From an optimization exercise on the open Yosys and OpenROAD flow, aimed at small area, a short achievable clock period and few clock cycles per item; shortcuts taken in it are not production practice.
Only simulation tests tie the RTL to the original design; equivalence was not proved.
Power figures rest on the tool's default switching activity, not on a simulated workload.

## crsf_framer
module crsf_framer (
    input  wire       clk,
    input  wire       rst,         
    input  wire       in_valid,
    input  wire [7:0] in_data,
    output wire       in_ready,
    output wire       out_valid,
    output wire [7:0] out_data,
    output wire       out_last,
    input  wire       out_ready
);
Settings: LEC_CHECK=0, ABC_CLOCK_PERIOD_IN_PS=3000, CAP_MARGIN=20, CORE_MARGIN=2, CORE_UTILIZATION=40, CTS_CLUSTER_DIAMETER=100, CTS_CLUSTER_SIZE=25, SETUP_SLACK_MARGIN=5, SLEW_MARGIN=20; clock period 8.0 ns.
standard.sh (not shown) runs the stock make flow with config.mk's settings and CLKGATE_MAP_FILE= SYNTH_SCRIPT=/design/flow/synth_recipe.tcl, a recipe that flattens the netlist after the stock synthesis.
==> flow/flow/run.sh <==
#!/bin/bash
# The standard ORFS flow (the standard.sh, synthesis unchanged) with two
# changes to how the layout is made:
#   - port buffers use a regular buffer cell (buf_4) instead of a delay cell;
#   - timing repair aims for a setup slack of MARGIN ns at the fixed clock.
# The make output goes to flow_make.log; ORFS keeps each step's log under orfs/logs.
set -euo pipefail
MARGIN=5.4
sed "s/SETUP_SLACK_MARGIN=[0-9.]*/SETUP_SLACK_MARGIN=${MARGIN}/" standard.sh > standard_margin.sh
export BUFFER_PORTS_ARGS="-buffer_cell sky130_fd_sc_hd__buf_4"
bash standard_margin.sh > flow_make.log 2>&1
Testbench counts at the start, summed over its fixed seeds: cycles 33,860, bytes 32,000.
Change:
--- a/flow/config.mk
+++ b/flow/config.mk
@@ -11 +11 @@
-export CORE_UTILIZATION = 40
+export CORE_UTILIZATION = 55
What happened:
- total power fell slightly
- design area fell slightly
- global-route usage rose by 7.4 points
- synthesized area stays the same

Setup of run 1:
The RTL this note starts from:
==> flow/design.v <==
module crsf_framer (
    input  wire       clk,
    input  wire       rst,         
    input  wire       in_valid,
    input  wire [7:0] in_data,
    output wire       in_ready,
    output wire       out_valid,
    output wire [7:0] out_data,
    output wire       out_last,
    input  wire       out_ready
);
    localparam [1:0] M_SEEK  = 2'd0,    
                     M_HSYNC = 2'd1,    
                     M_CAND  = 2'd2;    
    localparam TAPG = 16;                
    localparam RDG  = 8;                 
    function automatic [7:0] crc8_step(input [7:0] r, input [7:0] d);
        integer k;
        reg [7:0] c;
        begin
            c = r ^ d;
            for (k = 0; k < 8; k = k + 1)
                c = c[7] ? ((c << 1) ^ 8'hD5) : (c << 1);
            crc8_step = c;
        end
    endfunction
    function automatic is_sync(input [7:0] b);
        is_sync = (b == 8'hC8) || (b == 8'hEA) || (b == 8'hEC) || (b == 8'hEE);
    endfunction
    function automatic len_ok(input [7:0] b);
        len_ok = (b[7:6] == 2'b00) && (b[5:1] != 5'd0) && (b[5:0] != 6'd63);
    endfunction
    reg  [7:0] ring [0:63];
    reg  [5:0] base;               
    reg  [5:0] ph;                 
    reg  [6:0] wr;                 
    reg        in_rdy;
    reg  [6:0] ra;                 
    reg  [5:0] ra_ph;              
    reg  [7:0] rd;
    reg        rd_v;
    reg        ra_live;            
    reg        fl;                 
    reg  [1:0] mode;
    reg  [6:0] s;                  
    reg  [5:0] k;                  
    reg  [7:0] crc;
    reg  [6:0] nxt;                
    reg        nxt_v;
    reg        psync;              
    reg  [6:0] q0, q1, q2;         
    reg  [1:0] qn;
    reg        qfull;              
    reg        e_act;
    reg  [6:0] e;                  
    reg  [5:0] e_ph;               
    reg  [1:0] eph;                
    reg  [5:0] rem;                
    reg        el;                 
    reg  [7:0] od;                 
    reg        ol;
    reg        ov;
    reg  [7:0] oc;                 
    reg        ocl;
    reg        gr;                 
    reg  [5:0] pa;                 
    wire [7:0] pdat = ring[pa - (pa % RDG)];
    wire       wen = in_valid && in_rdy;
    integer i;
    always @(posedge clk) begin
        for (i = 0; i < 64; i = i + 1) begin
            if (i % TAPG == 1 && wen && ph == i)
                ring[i] <= in_data;
            else
                ring[i] <= ring[(i + 63) % 64];
        end
    end
    wire [6:0] rp    = ra - 7'd1;     
    wire       avail = ra_live ? wen : (gr && !fl && (ra_ph % RDG == 0));
    always @(posedge clk)
        rd <= ra_live ? in_data : pdat;
    wire       sy    = is_sync(rd);
    wire       lv    = len_ok(rd);
    wire [7:0] crc_n = crc8_step(crc, rd);
    wire       last  = (k == 6'd0);
    wire       pass  = (crc == rd);
    wire       chk      = rd_v && (mode == M_CAND) && last;
    wire       commit   = chk && pass && !qfull;
    wire       stall    = chk && pass && qfull;
    wire       rewind   = chk && !pass && nxt_v;
    wire       flush    = stall || rewind;
    wire [6:0] flush_to = stall ? rp : (nxt + 7'd1);
    wire [6:0] ra_inc  = ra + {6'd0, avail};
    wire       live_nx = ra_live ? 1'b1 : (avail && !wen && (ra + 7'd1 == wr));
    wire [5:0] ra_ph_nx = fl ? (base + 6'd1 - ra[5:0]) : avail ? ra_ph : ra_ph + 6'd1;
    always @(posedge clk) begin
        if (rst) begin
            ra      <= 7'd0;
            ra_ph   <= 6'd0;
            rd_v    <= 1'b0;
            ra_live <= 1'b1;
            fl      <= 1'b0;
        end else begin
            ra      <= flush ? flush_to : ra_inc;
            ra_ph   <= ra_ph_nx;
            rd_v    <= avail && !flush;
            ra_live <= live_nx && !flush;
            fl      <= flush;
        end
    end
    always @(posedge clk) begin
        if (rst) begin
            mode  <= M_SEEK;
            nxt_v <= 1'b0;
        end else if (rd_v) begin
            case (mode)
                M_SEEK: begin
                    if (sy) begin
                        mode <= M_HSYNC;
                        s    <= rp;
                    end
                end
                M_HSYNC: begin
                    if (lv) begin
                        mode  <= M_CAND;
                        k     <= rd[5:0] - 6'd1;
                        crc   <= 8'h00;
                        nxt_v <= 1'b0;
                        psync <= 1'b0;
                    end else if (sy) begin
                        s    <= rp;
                    end else begin
                        mode <= M_SEEK;
                    end
                end
                default: begin
                    if (!last) begin
                        crc   <= crc_n;
                        k     <= k - 6'd1;
                        psync <= sy;
                        if (psync && lv && !nxt_v) begin
                            nxt   <= rp - 7'd1;
                            nxt_v <= 1'b1;
                        end
                    end else if (pass) begin
                        if (!qfull)
                            mode <= M_SEEK;
                    end else if (nxt_v) begin
                        mode <= M_HSYNC;
                        s    <= nxt;
                    end else if (psync && lv) begin
                        s     <= rp - 7'd1;
                        k     <= rd[5:0] - 6'd1;
                        crc   <= 8'h00;
                        nxt_v <= 1'b0;
                        psync <= 1'b0;
                    end else if (sy) begin
                        mode <= M_HSYNC;
                        s    <= rp;
                    end else begin
                        mode <= M_SEEK;
                    end
                end
            endcase
        end
    end
    wire       issue   = e_act && !gr && (!ov || out_ready) && (e_ph % RDG == 0);
    wire       pop     = qn != 2'd0 && (!e_act || (issue && el));
    wire [6:0] e_nx    = pop ? q0 : e + {6'd0, issue};
    wire [5:0] e_ph_nx = pop ? (base + 6'd1 - q0[5:0]) : issue ? e_ph : e_ph + 6'd1;
    wire [1:0] qn_nx   = qn + {1'b0, commit} - {1'b0, pop};
    wire       full_hi = pop ? (qn == 2'd3 && chk) : (qn == 2'd3 || (qn == 2'd2 && chk));
    wire       gr_nx   = !live_nx && !full_hi;
    always @(posedge clk) begin
        if (rst) begin
            gr <= 1'b0;
            pa <= 6'd0;
        end else begin
            gr <= gr_nx;
            pa <= gr_nx ? ra_ph_nx : e_ph_nx;
        end
    end
    wire [7:0] od_nx = issue ? pdat : oc;
    wire       ol_nx = issue ? el : ocl;
    always @(posedge clk) begin
        od <= od_nx;
        ol <= ol_nx;
        if (issue) begin
            oc  <= od_nx;
            ocl <= ol_nx;
        end
    end
    always @(posedge clk) begin
        if (rst) begin
            ov    <= 1'b0;
            e_act <= 1'b0;
            qn    <= 2'd0;
            qfull <= 1'b0;
            el    <= 1'b0;
        end else begin
            ov   <= issue || (ov && !out_ready);
            e    <= e_nx;
            e_ph <= e_ph_nx;
            if (pop)
                el <= 1'b0;
            else if (issue)
                el <= (eph == 2'd2) && (rem == 6'd2);
            if (pop) begin
                eph   <= 2'd0;
                e_act <= 1'b1;
            end else if (issue) begin
                if (eph == 2'd0) begin
                    eph <= 2'd1;
                end else if (eph == 2'd1) begin
                    eph <= 2'd2;
                    rem <= pdat[5:0];
                end else begin
                    rem <= rem - 6'd1;
                    if (rem == 6'd1)
                        e_act <= 1'b0;
                end
            end
            if (pop) begin
                q0 <= (qn == 2'd1) ? s : q1;
                q1 <= (qn == 2'd2) ? s : q2;
                q2 <= s;
            end else begin
                if (qn == 2'd0) q0 <= s;
                if (qn == 2'd1) q1 <= s;
                if (qn == 2'd2) q2 <= s;
            end
            qn    <= qn_nx;
            qfull <= (qn_nx == 2'd3);
        end
    end
    wire [6:0] front = e_act ? e : (qn != 2'd0) ? q0 : (mode == M_SEEK) ? rp : s;
    reg  [6:0] front_q;
    wire [6:0] used  = wr - front_q;
    wire [5:0] ph_nx = wen ? ph : ph + 6'd1;
    always @(posedge clk) begin
        if (rst) begin
            base    <= 6'd0;
            ph      <= 6'd1;
            wr      <= 7'd0;
            front_q <= 7'd0;
            in_rdy  <= 1'b1;
        end else begin
            base    <= base + 6'd1;
            ph      <= ph_nx;
            wr      <= wr + {6'd0, wen};
            front_q <= front;
            in_rdy  <= (ph_nx % TAPG == 1) && (({1'b0, used} + {7'd0, wen}) <= 8'd63);
        end
    end
    assign in_ready  = in_rdy;
    assign out_valid = ov;
    assign out_data  = od;
    assign out_last  = ol;
endmodule
clock: 8.0 ns
lec_check: 0
abc_clock_period_in_ps: 3000
cap_margin: 20
core_margin: 2
core_utilization: 55
cts_cluster_diameter: 100
cts_cluster_size: 20
setup_slack_margin: 5
slew_margin: 20
==> flow/flow/run.sh <==
#!/bin/bash
# The standard ORFS flow (the standard.sh, synthesis unchanged) with two
# changes to how the layout is made:
#   - port buffers use a regular buffer cell (buf_4) instead of a delay cell;
#   - timing repair aims for a setup slack of MARGIN ns at the fixed clock.
# The make output goes to flow_make.log; ORFS keeps each step's log under orfs/logs.
set -euo pipefail
MARGIN=5.3
sed "s/SETUP_SLACK_MARGIN=[0-9.]*/SETUP_SLACK_MARGIN=${MARGIN}/" standard.sh > standard_margin.sh
export BUFFER_PORTS_ARGS="-buffer_cell sky130_fd_sc_hd__buf_4"
bash standard_margin.sh > flow_make.log 2>&1
Testbench counts of run 1, summed over its fixed seeds: cycles 35,006, bytes 32,000.
Modified inputs, run 2 compared to run 1
- CTS_CLUSTER_SIZE: 20 -> 25
- CORE_UTILIZATION: 55 -> 40
--- a/flow/flow/run.sh
+++ b/flow/flow/run.sh
@@ -7,3 +7,3 @@
 set -euo pipefail
-MARGIN=5.3
+MARGIN=5.4
 sed "s/SETUP_SLACK_MARGIN=[0-9.]*/SETUP_SLACK_MARGIN=${MARGIN}/" standard.sh > standard_margin.sh
Findings:
- Run 2 improves on run 1 in worst slew slack as a fraction of its limit.
- Comparing register fraction of the total cell area for run 1 and run 2, the smaller number came from run 2.
- sky130_fd_sc_hd__dfxtp_2 as the slowest cell on the critical path was reported by run 2, and sky130_fd_sc_hd__ha_4 by run 1.
- Compared with run 1, run 2 has extra setup slack.
- Number of buffer and inverter instances along the worst setup path, run 1 and run 2, lower one = run 2.
## Diff of input files: run 3 against run 2
- CTS_CLUSTER_SIZE now 20, was 25
Notes after the runs:
In the metrics for run 3 and run 2, the one carrying the higher fraction of met3 tracks used by global routing is run 3.
Between run 3 and run 2, the detailed-route vias per instance figures differ only marginally.
Of the two values seen for class of the most critical setup path, primary input to flop was produced by run 3 and flop to primary output by run 2.
Run 3 vs run 2: number of buffers added by the clock tree synthesis step up by more than a quarter
Diff run 2 -> run 3 | fmax | up slightly
Fraction of standard cell area that is sequential: lower on run 3

## what the ideal ports hide
No port has a modelled driver above. Below, the same layouts with a new extraction and two added sets of constraints.
Step 1 assumes that a clkbuf_16 drives the clock port and a buf_2 every other input.
Step 2, shift: input delay + t, output delay - t, t = (earliest + latest rising clock arrival at the registers) / 2. This alone moves slack from input paths to output paths.
Three values: ideal ports, drivers, drivers and shift; two values: the first two.
| run | t (ns) | slack for setup (ns) | worst hold slack (ns) | pins driven straight from the clock port |
|---|---|---|---|---|
| the first run of note 1 | 0.704 | 5.169 / 5.169 / 4.649 | 0.462 / 0.462 / 0.462 | 1 |
| the second run of note 1 | 0.704 | 5.225 / 5.163 / 4.689 | 0.472 / 0.472 / 0.472 | 1 |
| run 1 | 0.601 | 5.251 / 5.216 / 4.672 | 0.310 / 0.310 / 0.310 | 1 |
| run 2 | 0.669 | 5.283 / 5.227 / 4.663 | 0.310 / 0.310 / 0.310 | 1 |
| run 3 | 0.603 | 5.296 / 5.311 / 4.710 | 0.315 / 0.315 / 0.315 | 1 |
After both steps every run listed still meets setup and hold. The setup slack of run 2, which loses most, moves by -0.056 ns with the drivers and by -0.620 ns with both steps.
